This design comes from an exercise in tuning for small area on the open sky130 flow, not from production work.
The RTL was checked by simulation tests, not by an equivalence proof against the original design.

`design.v`:
```
module nec16_core (
    input  wire        clk,
    input  wire        rst,           
    input  wire        step,          
    output wire        ready,         
    output wire        done,          
    output wire        err,           
    output wire [1:0]  err_code,      
    input  wire [3:0]  dbg_sel,
    output wire [15:0] dbg_val,
    input  wire        host_we,
    input  wire [15:0] host_wdata,
    output reg         bus_req,
    output reg         bus_we,
    output wire [15:0] bus_addr,
    output wire [7:0]  bus_wdata,
    input  wire        bus_ack,
    input  wire [7:0]  bus_rdata,
    input  wire        bus_err,
    input  wire [1:0]  bus_err_code
);
    localparam [6:0]
        S_IDLE = 7'd0,
        S_LDPC = 7'd1,    
        S_F0   = 7'd2,    
        S_F1   = 7'd3,    
        S_ADV  = 7'd4,    
        S_RD0  = 7'd5,    
        S_RD1  = 7'd6,    
        S_WR0  = 7'd7,    
        S_WR1  = 7'd8,    
        S_INC0 = 7'd9,    
        S_CMP1 = 7'd11,
        S_CMP2 = 7'd12,
        S_CMP3 = 7'd13,
        S_LI   = 7'd14,   
        S_JI1  = 7'd15,   
        S_JI2  = 7'd16,   
        S_SW1  = 7'd17,
        S_SW2  = 7'd18,
        S_SW3  = 7'd19,
        S_UJ   = 7'd20,   
        S_SPT  = 7'd21,   
        S_SPW  = 7'd22,   
        S_PR1  = 7'd23,   
        S_PR2  = 7'd24,   
        S_CR   = 7'd25,   
        S_CA1  = 7'd26,   
        S_CA3  = 7'd28,   
        S_CA4  = 7'd29,   
        S_CA5  = 7'd30,   
        S_SPI0 = 7'd31,   
        S_PO1  = 7'd33,   
        S_PO3  = 7'd35,   
        S_PO5  = 7'd37,   
        S_SA1  = 7'd38,   
        S_SA2  = 7'd39,   
        S_LA   = 7'd40,   
        S_GM1  = 7'd41,   
        S_GM2  = 7'd42,   
        S_GM3  = 7'd43,   
        S_SM   = 7'd44,   
        S_JM1  = 7'd45,   
        S_JM2  = 7'd46,   
        S_OI1  = 7'd47,   
        S_OI2  = 7'd48,   
        S_AL1  = 7'd49,   
        S_AL2  = 7'd50,   
        S_SH1  = 7'd51,   
        S_SH2  = 7'd52,
        S_SHA  = 7'd53,   
        S_SHL  = 7'd54,   
        S_WT   = 7'd55,   
        S_MU1  = 7'd56,   
        S_MUA  = 7'd57,   
        S_MUL  = 7'd58,   
        S_DV0  = 7'd59,   
        S_DV1  = 7'd60,   
        S_DV2  = 7'd61,   
        S_DVA  = 7'd62,   
        S_DVB  = 7'd63,
        S_DVW  = 7'd64,   
        S_CHK  = 7'd65,   
        S_CMPE = 7'd66;   
    localparam [2:0] X_K = 3'd0, X_T = 3'd1, X_TS = 3'd2, X_U = 3'd3, X_H = 3'd4;
    localparam [1:0] M_ADD = 2'd0, M_XOR = 2'd1, M_OR = 2'd2, M_AND = 2'd3;
    localparam [1:0] U_H = 2'd0, U_S = 2'd1, U_B = 2'd2, U_Q = 2'd3;
    reg [15:0] x [0:15];
    reg [15:0] T, U;
    reg [7:0]  ir0, ir1;
    reg [6:0]  st;
    reg [3:0]  cnt;
    reg        F;
    reg        done_r, err_r;
    reg [1:0]  code_r;
    wire [3:0] opcode = ir0[7:4];
    wire [3:0] regA   = ir0[3:0];
    wire [3:0] regB   = ir1[7:4];
    wire [3:0] rrB    = ir1[3:0];
    reg  [3:0] rsel;
    reg  [2:0] xs;
    reg        yr, yi, ci, sinen, zb, two, kneg;
    reg  [1:0] am;
    reg        tl;
    reg  [1:0] um;
    reg        rwe;
    reg  [3:0] wsel;
    reg  [6:0] nst;
    reg        fin, ferr;
    reg  [1:0] fcode;
    reg        fl;        
    reg        cl, ci_en;   
    wire [15:0] R = x[rsel];
    wire        sin = U[15] & sinen;
    reg  [15:0] X;
    always @(*) begin
        case (xs)
            X_K:  X = {{14{kneg}}, kneg | two, kneg & ~two};    
            X_T:  X = T;
            X_TS: X = {T[14:0], sin};
            X_U:  X = U;
            X_H:  X = host_wdata;
            default: X = 16'h0000;
        endcase
    end
    wire [15:0] Y = ({16{yr}} & R) ^ {16{yi}};
    wire [16:0] sum = {1'b0, X} + {1'b0, Y} + {16'h0000, ci};
    reg  [15:0] S;
    always @(*) begin
        case (am)
            M_ADD: S = sum[15:0];
            M_XOR: S = X ^ Y;
            M_OR:  S = X | Y;
            default: S = X & Y;
        endcase
    end
    wire c16 = sum[16];
    assign ready    = (st == S_IDLE);
    assign done     = done_r;
    assign err      = err_r;
    assign err_code = code_r;
    assign dbg_val  = R;
    assign bus_addr = T;
    assign bus_wdata = U[7:0];
    wire [7:0] bytein = bus_rdata & {8{~zb}};
    wire ack_ok = bus_ack & ~bus_err;
    always @(*) begin
        rsel = dbg_sel; xs = X_K; yr = 1'b0; yi = 1'b0; ci = 1'b0; am = M_ADD; two = 1'b0; kneg = 1'b0;
        sinen = 1'b0; zb = 1'b0;
        tl = 1'b0; um = U_H; rwe = 1'b0; wsel = 4'd15; nst = st;
        fin = 1'b0; ferr = 1'b0; fcode = 2'd0; fl = 1'b0;
        cl = 1'b0; ci_en = 1'b0;
        bus_req = 1'b0; bus_we = 1'b0;
        case (st)
            S_IDLE: begin
                xs = X_H; wsel = dbg_sel;
                if (step) nst = S_CHK;
                else rwe = host_we;
            end
            S_CHK: begin
                rsel = 4'd15; yr = 1'b1; ci = 1'b1;    
                if (c16) begin fin = 1'b1; ferr = 1'b1; fcode = 2'd1; end
                else nst = S_LDPC;
            end
            S_LDPC: begin rsel = 4'd15; yr = 1'b1; tl = 1'b1; nst = S_F0; end
            S_F0: begin
                xs = X_T; ci = 1'b1; bus_req = 1'b1;    
                if (bus_ack) begin
                    if (bus_err) begin fin = 1'b1; ferr = 1'b1; fcode = bus_err_code; end
                    else begin tl = 1'b1; um = U_B; nst = S_F1; end
                end
            end
            S_F1: begin
                xs = X_T; ci = 1'b1; bus_req = 1'b1;
                if (bus_ack) begin
                    if (bus_err) begin fin = 1'b1; ferr = 1'b1; fcode = bus_err_code; end
                    else begin tl = 1'b1; um = U_B; nst = S_ADV; end
                end
            end
            S_ADV: begin
                xs = X_T; rwe = 1'b1; wsel = 4'd15;    
                fl = 1'b1;                             
                case (opcode)
                    4'h0: case (regA)
                        4'h1, 4'h2, 4'h3: nst = S_CMP1;
                        4'h4, 4'h5, 4'h8: nst = S_RD0;
                        4'h6: nst = S_CMP1;            
                        4'h7: nst = S_SW1;
                        4'h9: case (regB)
                            4'h0, 4'h3, 4'h6, 4'h7: nst = (regB == 4'h3) ? S_CA1 : S_RD0;
                            4'h1, 4'h4: nst = S_PR1;
                            4'h2, 4'h5: nst = S_PO1;
                            default: fin = 1'b1;
                        endcase
                        default: fin = 1'b1;
                    endcase
                    4'h1: nst = S_JM1;
                    4'h2, 4'h3: nst = S_GM1;
                    4'h4: nst = S_OI1;
                    4'h5, 4'h6, 4'h7, 4'hb, 4'hc: nst = S_AL1;
                    4'h8: nst = S_AL2;
                    4'h9, 4'ha: nst = S_SH1;
                    4'hd: nst = S_MU1;
                    default: nst = S_DV0;
                endcase
            end
            S_RD0, S_RD1: begin
                xs = X_T; ci = 1'b1; bus_req = 1'b1;
                if (bus_ack) begin
                    if (bus_err) begin fin = 1'b1; ferr = 1'b1; fcode = bus_err_code; end
                    else begin
                        tl = 1'b1; um = U_B;
                        if (st == S_RD0) nst = (opcode == 4'h2) ? S_GM2 : S_RD1;
                        else if (opcode != 4'h0) nst = S_GM2;    
                        else case (regA)
                            4'h4: nst = S_LI;
                            4'h5: nst = S_JI1;
                            4'h8: nst = S_UJ;
                            default: case (regB)
                                4'h0: nst = S_SPT;
                                4'h3: nst = S_CA5;
                                4'h2, 4'h5: nst = S_PO3;
                                4'h6: nst = S_SA1;
                                default: nst = F ? S_LA : S_SA1;    
                            endcase
                        endcase
                    end
                end
            end
            S_WR0, S_WR1: begin
                xs = X_T; ci = 1'b1; bus_req = 1'b1; bus_we = 1'b1;
                if (bus_ack) begin
                    if (bus_err) begin fin = 1'b1; ferr = 1'b1; fcode = bus_err_code; end
                    else begin
                        tl = 1'b1; um = U_B;
                        if (st == S_WR0 && opcode == 4'h0) nst = S_WR1;
                        else if (opcode != 4'h0) fin = 1'b1;       
                        else case (regB)
                            4'h0, 4'h1: nst = S_SPW;
                            4'h4: nst = S_CR;
                            4'h3: nst = S_CA4;
                            default: nst = S_INC0;                 
                        endcase
                    end
                end
            end
            S_INC0: begin rsel = 4'd15; yr = 1'b1; two = 1'b1; rwe = 1'b1; wsel = 4'd15; fin = 1'b1; end
            S_CMP1: begin
                if (regA == 4'h6) begin                
                    rsel = rrB; yr = 1'b1; rwe = 1'b1; wsel = regB; fin = 1'b1;
                end else begin
                    rsel = (regA == 4'h2) ? rrB : regB; yr = 1'b1; tl = 1'b1; nst = S_CMP2;
                end
            end
            S_CMP2: begin
                rsel = (regA == 4'h2) ? regB : rrB;
                xs = X_T; yr = 1'b1;
                if (regA == 4'h1) begin am = M_XOR; tl = 1'b1; nst = S_CMPE; end    
                else begin yi = 1'b1; ci = 1'b1; fl = 1'b1; nst = S_CMP3; end        
            end
            S_CMPE: begin xs = X_T; yi = 1'b1; fl = 1'b1; nst = S_CMP3; end         
            S_CMP3: begin xs = X_K; ci = F; rwe = 1'b1; wsel = 4'd2; fin = 1'b1; end
            S_LI:  begin xs = X_U; rwe = 1'b1; wsel = regB; nst = S_INC0; end
            S_JI1: begin rsel = 4'd2; yr = 1'b1; kneg = 1'b1; fl = 1'b1; nst = S_JI2; end
            S_JI2: begin xs = F ? X_U : X_T; rwe = 1'b1; wsel = 4'd15; fin = 1'b1; end
            S_UJ:  begin xs = X_U; rwe = 1'b1; wsel = 4'd15; fin = 1'b1; end
            S_SW1: begin rsel = regB; yr = 1'b1; tl = 1'b1; nst = S_SW2; end
            S_SW2: begin rsel = rrB; yr = 1'b1; rwe = 1'b1; wsel = regB; nst = S_SW3; end
            S_SW3: begin xs = X_T; rwe = 1'b1; wsel = rrB; fin = 1'b1; end
            S_SPT: begin rsel = 4'd13; yr = 1'b1; tl = 1'b1; nst = S_WR0; end
            S_SPW: begin xs = X_T; rwe = 1'b1; wsel = 4'd13;
                         if (regB == 4'h0) nst = S_INC0; else fin = 1'b1; end
            S_PR1: begin rsel = (regB == 4'h4) ? 4'd15 : rrB; yr = 1'b1; um = U_S; nst = S_PR2; end
            S_PR2: begin rsel = 4'd13; yr = 1'b1; tl = 1'b1; nst = S_WR0; end
            S_CR:  begin rsel = rrB; yr = 1'b1; rwe = 1'b1; wsel = 4'd15; nst = S_SPW; end
            S_CA1: begin rsel = 4'd15; yr = 1'b1; two = 1'b1; um = U_S; nst = S_CA3; end
            S_CA3: begin rsel = 4'd13; yr = 1'b1; tl = 1'b1; nst = S_WR0; end
            S_CA4: begin rsel = 4'd15; yr = 1'b1; tl = 1'b1; nst = S_RD0; end
            S_CA5: begin xs = X_U; rwe = 1'b1; wsel = 4'd15; nst = S_SPI0; end
            S_SPI0: begin rsel = 4'd13; yr = 1'b1; two = 1'b1; rwe = 1'b1; wsel = 4'd13; fin = 1'b1; end
            S_PO1: begin rsel = 4'd13; yr = 1'b1; kneg = 1'b1; two = 1'b1; tl = 1'b1; nst = S_RD0; end
            S_PO3: begin rsel = 4'd13; yr = 1'b1; kneg = 1'b1; two = 1'b1; rwe = 1'b1; wsel = 4'd13; nst = S_PO5; end
            S_PO5: begin xs = X_U; rwe = 1'b1; wsel = (regB == 4'h5) ? 4'd15 : rrB; fin = 1'b1; end
            S_SA1: begin xs = X_U; tl = 1'b1; fl = 1'b1;
                         nst = (regB == 4'h6) ? S_SA2 : S_RD0; end
            S_SA2: begin rsel = rrB; yr = 1'b1; um = U_S; nst = S_WR0; end
            S_LA:  begin xs = X_U; rwe = 1'b1; wsel = rrB; nst = S_INC0; end
            S_GM1: begin rsel = 4'd1; yr = 1'b1; tl = 1'b1; nst = (opcode == 4'h2) ? S_RD0 : S_SM; end
            S_GM2: begin zb = 1'b1; um = U_B; nst = S_GM3; end
            S_GM3: begin xs = X_U; rwe = 1'b1; wsel = regA; fin = 1'b1; end
            S_SM:  begin rsel = regA; yr = 1'b1; um = U_S; nst = S_WR0; end
            S_JM1: begin rsel = 4'd2; yr = 1'b1; kneg = 1'b1; fl = 1'b1; nst = S_JM2; end
            S_JM2: begin rsel = regA; yr = 1'b1; rwe = F; wsel = 4'd15; fin = 1'b1; end
            S_OI1: begin zb = 1'b1; um = U_B; nst = S_OI2; end
            S_OI2: begin rsel = regA; xs = X_U; yr = 1'b1; am = M_OR; rwe = 1'b1; wsel = regA; fin = 1'b1; end
            S_AL1: begin rsel = regA; yr = 1'b1; tl = 1'b1; nst = S_AL2; end
            S_AL2: begin
                rwe = 1'b1; wsel = regA; fin = 1'b1;
                case (opcode)
                    4'h5: begin rsel = regB; xs = X_T; yr = 1'b1; am = M_OR; end
                    4'h6: begin rsel = regB; xs = X_T; yr = 1'b1; am = M_AND; end
                    4'h7: begin rsel = regB; xs = X_T; yr = 1'b1; am = M_XOR; end
                    4'h8: begin rsel = regA; xs = X_K; yr = 1'b1; yi = 1'b1; end
                    4'hb: begin rsel = regB; xs = X_T; yr = 1'b1; end
                    default: begin rsel = regB; xs = X_T; yr = 1'b1; yi = 1'b1; ci = 1'b1; end
                endcase
            end
            S_SH1: begin rsel = regB; cl = 1'b1; nst = S_SH2; end
            S_SH2: begin
                rsel = regA; yr = 1'b1;
                if (opcode == 4'h9) begin tl = 1'b1; nst = S_SHL; end
                else begin um = U_S; nst = S_SHA; end
            end
            S_SHA: begin xs = X_K; ci = U[15]; tl = 1'b1; um = U_Q; nst = S_SHL; end   
            S_SHL: begin
                if (cnt == 4'hf) nst = S_WT;
                else begin xs = X_TS; sinen = (opcode == 4'ha); tl = 1'b1; um = U_Q; ci_en = 1'b1; end
            end
            S_WT:  begin xs = X_T; rwe = 1'b1; wsel = regA; fin = 1'b1; end
            S_MU1: begin rsel = regB; yr = 1'b1; um = U_S; cl = 1'b1; nst = S_MUA; end
            S_MUA: begin rsel = regA; xs = X_K; yr = U[15]; tl = 1'b1; um = U_Q; nst = S_MUL; end
            S_MUL: begin
                if (cnt == 4'hf) nst = S_WT;
                else begin rsel = regA; xs = X_TS; yr = U[15]; tl = 1'b1; um = U_Q; ci_en = 1'b1; end
            end
            S_DV0: begin
                rsel = regB; yr = 1'b1; kneg = 1'b1; cl = 1'b1;      
                if (!c16) begin fin = 1'b1; ferr = 1'b1; fcode = 2'd3; end
                else nst = S_DV1;
            end
            S_DV1: begin rsel = regA; yr = 1'b1; um = U_S; nst = S_DV2; end
            S_DV2: begin xs = X_K; tl = 1'b1; nst = S_DVA; end
            S_DVA: begin
                rsel = regB; xs = X_TS; sinen = 1'b1; yr = 1'b1; yi = 1'b1; ci = 1'b1;
                fl = 1'b1; nst = S_DVB;
            end
            S_DVB: begin
                rsel = regB; xs = X_TS; sinen = 1'b1; yr = F; yi = F; ci = F;
                tl = 1'b1; um = U_Q; ci_en = 1'b1; nst = (cnt == 4'hf) ? S_DVW : S_DVA;
            end
            S_DVW: begin xs = (opcode == 4'he) ? X_U : X_T; rwe = 1'b1; wsel = regA; fin = 1'b1; end
            default: nst = S_IDLE;
        endcase
        if (fin) nst = S_IDLE;
    end
    reg fv;
    always @(*) begin
        case (st)
            S_JM1, S_JI1: fv = ~c16;     
            S_DVA:  fv = c16 | T[15];
            S_SA1:  fv = 1'b1;           
            S_ADV:  fv = 1'b0;
            default: fv = c16;
        endcase
    end
    wire qbit = (st == S_DVB) ? F : 1'b0;
    always @(posedge clk) begin
        if (rst) begin
            st     <= S_IDLE;
            done_r <= 1'b0;
        end else begin
            st     <= nst;
            done_r <= fin;
        end
        if (fin) begin
            err_r  <= ferr;
            code_r <= fcode;
        end
        if (rwe) x[wsel] <= S;
        if (tl) T <= S;
        case (um)
            U_S: U <= S;
            U_B: U <= {bytein, U[15:8]};
            U_Q: U <= {U[14:0], qbit};
            default: ;
        endcase
        if (st == S_F0 && bus_ack) ir0 <= bus_rdata;
        if (st == S_F1 && bus_ack) ir1 <= bus_rdata;
        if (fl) F <= fv;
        if (cl) cnt <= (st == S_SH1) ? (R[3:0] ^ {4{opcode == 4'h9}}) : 4'h0;
        else if (ci_en) cnt <= cnt + 4'd1;
    end
endmodule
```
`flow/run.sh`:
```
#!/bin/bash
# The standard layout (standard.sh) with three changes:
#  - synthesis maps with flow/abc.script (an area-oriented ABC script);
#  - ports are buffered with sky130_fd_sc_hd__buf_1;
#  - the clock tree is built from clkbuf_8 (clusters of at most 14 sinks) without dummy loads.
# Each ORFS step writes its full log under orfs/logs; make's output is in flow_make.log.
set -euo pipefail
HERE=$(pwd)
export AREA_ABC_SCRIPT=$HERE/flow/abc.script
export CTS_ARGS="-sink_clustering_enable -repair_clock_nets -buf_list sky130_fd_sc_hd__clkbuf_8 -sink_clustering_size 14 -sink_clustering_max_diameter 50 -dont_use_dummy_load"
bash standard.sh SYNTH_SCRIPT=$HERE/flow/synth.tcl "BUFFER_PORTS_ARGS=-buffer_cell sky130_fd_sc_hd__buf_1" finish > $HERE/flow_make.log 2>&1
```
`flow/abc.script`:
```
strash
&get -n
&deepsyn -T 60
&put
balance
rewrite
refactor
balance
rewrite
rewrite -z
balance
refactor -z
rewrite -z
balance
dch
amap
topo
```
`flow/synth.tcl`:
```
# synth_recipe.tcl with one change: the final technology mapping uses flow/abc.script
proc synth {args} { yosys synth -nofsm -noshare {*}$args }
proc abc {args} {
  set i [lsearch -exact $args -script]
  if { $i >= 0 } { lset args [expr { $i + 1 }] $::env(AREA_ABC_SCRIPT) }
  yosys abc {*}$args
}
source $::env(SCRIPTS_DIR)/synth.tcl
# left out here: clear keep_hierarchy, flatten, clean up, hide names made inside functions, write 1_2_yosys.v
```
`standard.sh`:
```
#!/bin/bash
# synth_recipe.tcl (not shown) runs the flow's synth.tcl, then flattens the netlist and writes it again
# the make line also repeats each setting of config.mk as NAME=value (left out here)
make -C /OpenROAD-flow-scripts/flow DESIGN_CONFIG=/design/flow/config.mk WORK_HOME=/design/flow/orfs CLKGATE_MAP_FILE= SYNTH_SCRIPT=/design/flow/synth_recipe.tcl "${@:-finish}"
```
`config.mk`:
```
export PLATFORM = sky130hd
export DESIGN_NAME = nec16_core
export DESIGN_NICKNAME = nec16_core
export VERILOG_FILES = /design/flow/design.v
export SDC_FILE = /design/flow/constraint.sdc
export NUM_CORES = 4
export LEC_CHECK = 0
export CAP_MARGIN = 0
export CORE_MARGIN = 2
export CORE_UTILIZATION = 50
export GPL_TIMING_DRIVEN = 0
export SLEW_MARGIN = 0
```
`constraint.sdc`:
```
create_clock -name core_clock -period 10.0 [get_ports {clk}]
set_input_delay 2.0000 -clock core_clock [delete_from_list [all_inputs] [get_ports {clk}]]
set_output_delay 2.0000 -clock core_clock [all_outputs]
set_load 0.01 [all_outputs]
```
==> impl_results.md <==
* Top delay family on crit path: simple AND/OR/NAND/NOR gates
* Total CTS buffers at 35
* Max FO, Critical Path at 15
* Clock transition at the registers of the reported paths at 0.06 ns
* Register Area at 9547 µm²
* DPL Wire Length at 37,010 µm
* Synth Net Count at 1,446
* Multi-input logic area at 5816 µm²
* Fin util at 59.51%
* YS warnings at 1
* Clk sinks at 320
* Antenna Nets Post-Route at 0
* DRC Markers at 0
* Clk Latency, worst-skew pair at 0.57 ns
* I/O pin count at 83
* Fmax at 106.3 MHz
* WL final at 53,170 µm
* Initial antenna violation count at 0
* Count leader, synth: edfxtp_1
* Fin. max-slew vios at 0
* Die footprint at between 30,000 and 40,000 µm²
* Grt ovf at 0
* Final #Nets at between 1,500 and 2,000
* Die Height at 179.5 µm
* Clock buffer depth at 3
* Area leader, netlist: edfxtp_1
* Number of global-route vias before repair at ~12,000
* Core box area at 30,430 µm²
* Worst Path Buf+Inv at 10
* Crit path capture type: register
* Max-slew headroom at 13.41%
* Initial core utilization at 50.59%
* Largest net degree at the start of global routing at 44
* Setup TNS at 0 ns
* Final min period at 9.406 ns
* CTS tree: done
* WP data arrival at 9.86 ns
* Synth-to-Final Area Change at 17.65%
* Diodes inserted at 0
* Asr flop ratio synth at 0%
* Synthesized area at 15,390 µm²
* Worst Setup Start Kind: register
* Via density per instance at 6.491
* Worst slew pin tran at 1.266 ns
* Global-route wire length before repair at 78,550 µm
* Syn Area/Cell at 11.20 µm²
* Clock skew after layout at 0.08407 ns
* Cell mode on critical path: nor2_1
* Final Hold Fails at 0
* Top_reg_cell synth: edfxtp_1
* Layout cells sized above 1 at 14.11%
* Run status: complete, no violations
* Worst EP required at 10.45 ns
* Slowest-stage cell, CP: or3_4
* Gpl congestion at 0.9584
* DR pass1 iterations at 5
* Via count at 12,690
* Cells after synthesis at 1,375
* Synth top area cells: edfxtp_1, nor2_1, clkinv_1
* Total GRT Usage at 32.57%
* Critical path class: reg -> reg
* Final Setup Violations at 0
* Wire length per cell at approximately 27 µm
* # H-tree levels at 2
* Die width at 179.5 µm
* Port Buffer Count at 82
* Fin crit share at 94.06%
* Count of flip-flops with a built-in enable after synthesis at 312
* Sequential fraction of the synthesis area at a little over 60%
* Filler cells at around 2,600
* Max stage delay on crit path at 0.44 ns
* CTS Hold Bufs at 0
* Max-Cap Viols at 0
* Post-synth top cells: edfxtp_1, nor2_1, clkinv_1
* Worst Hold Class: reg -> reg
* Post-synth top area share at 60.86%
* Std-Cell Rows at 64
* Netlist cell types at 51
* Iteration-0 DRC Markers at 1,448
* Number of synthesized register bits at 320
* CTS Root Cell: clkbuf_8
flip-flops by register name, summed over array words and instances, names as in the netlist:
register  flops
U            16
ir0           8
cnt           4
x           256
ir1           8
F             1
T            16
code_r        2
done_r        1
err_r         1
st            7
through the flow:
step / setup WS [ns] / instances / instance area [µm²] / hold WS [ns]
CTS: 0.02280 / 1940 / 17830 / 0.5899
global placement: -7.092 / 1853 / 16200 / 0.5869
finish: 0.5940 / 1955 / 18110 / 0.5827
floorplan: 0.01925 / 1375 / 15390 / 0.5360
global route: -0.004663 / 1955 / 18110 / 0.6140
detailed placement: -4.265 / 1891 / 16940 / 0.5881
cell families (layout without fill, tap and decap cells):
group | after synthesis | after routing | synth area share, %
AO/OA/AOI/OAI | 380 | 380 | 17.49
adder cells (fa/ha/maj) | 35 | 35 | 2.942
buffers and inverters | 168 | 348 | 4.292
flip-flops | 320 | 320 | 61.90
AND/OR/NAND/NOR | 472 | 476 | 13.37
worst min-delay path: stages (launching register included):
cell	delay, ns
dfxtp_4	0.40
nand2_1	0.08
o22ai_1	0.07
layout by cell type, fill, tap and decap left out, types with 15 or more instances in the layout:
| cell type | instances |
|---|---|
| edfxtp_1 | 312 |
| buf_4 | 37 |
| nand2_1 | 57 |
| buf_1 | 82 |
| o221ai_1 | 17 |
| nor3_1 | 65 |
| nor2_1 | 230 |
| nor4_1 | 17 |
| a221oi_1 | 17 |
| nor2_2 | 19 |
| ha_1 | 33 |
| a222oi_1 | 15 |
| o22ai_1 | 65 |
| clkinv_1 | 141 |
| o21ai_0 | 85 |
| nand3_1 | 19 |
| a21oi_1 | 30 |
| clkbuf_8 | 35 |
final timing paths:
path                      startpoint            endpoint  slack, ns  depth (start not counted)
setup / recovery  st[0]$_SDFFE_PP0P_  st[3]$_SDFFE_PP0P_       0.59                         51
hold / removal    st[2]$_SDFFE_PP0P_  st[2]$_SDFFE_PP0P_       0.58                          2
hold reg to reg   st[2]$_SDFFE_PP0P_  st[2]$_SDFFE_PP0P_       0.58                          2
setup reg to reg  st[0]$_SDFFE_PP0P_  st[3]$_SDFFE_PP0P_       0.59                         51
cell type report:
| cell class | instances | area share [%] |
|---|---|---|
| well taps | 396 | 2.736 |
| flip-flops and latches | 320 | 52.72 |
| repair buffers | 145 | 5.859 |
| clock buffers | 35 | 2.660 |
| inverters | 160 | 3.586 |
| plain buffers | 8 | 0.3316 |
| multi-input cells | 891 | 32.11 |
metal layers:
layer,up-vias,global-route usage (%),wire [µm]
li1,5662,-,-
met1,6190,44.09,21410
met2,706,52.15,24660
met3,132,5.531,4487
met4,0,14.15,2618
met5,-,0,0
repair_timing:
action | in CTS | in global routing
endpoints found under the setup margin | 240 | 30
cloned | 3 | 1
setup buffers | 11 | 13
resized for setup | 71 | 44
pin swaps | 7 | 11

==> port drivers added, routing unchanged <==
Ports are ideal in the flow. The routed layout listed here was re-timed in OpenROAD.
Step 1 (the two cells are an assumption about what drives the block):
set clk [get_ports {clk}]
set_driving_cell -lib_cell sky130_fd_sc_hd__clkbuf_16 $clk
set_driving_cell -lib_cell sky130_fd_sc_hd__buf_2 [delete_from_list [all_inputs] $clk]
Step 2 times the ports against the registers' clock, not the clock port: input delays grow and output delays shrink by t, the midpoint of the rising clock arrivals with the driver on.
a / b / c = ideal ports / drivers / drivers and shift; a / b = the first two.
t (ns): 0.578
setup WS [ns]: 0.594 / 0.594 / 0.594
worst register clock-pin slew, ns: 0.09 / 0.09
worst data-port slew with drivers (ns): 0.04
After both steps this run still meets setup and hold. For this run, drivers alone change the setup slack by 0.000 ns; drivers and shift together by 0.000 ns.
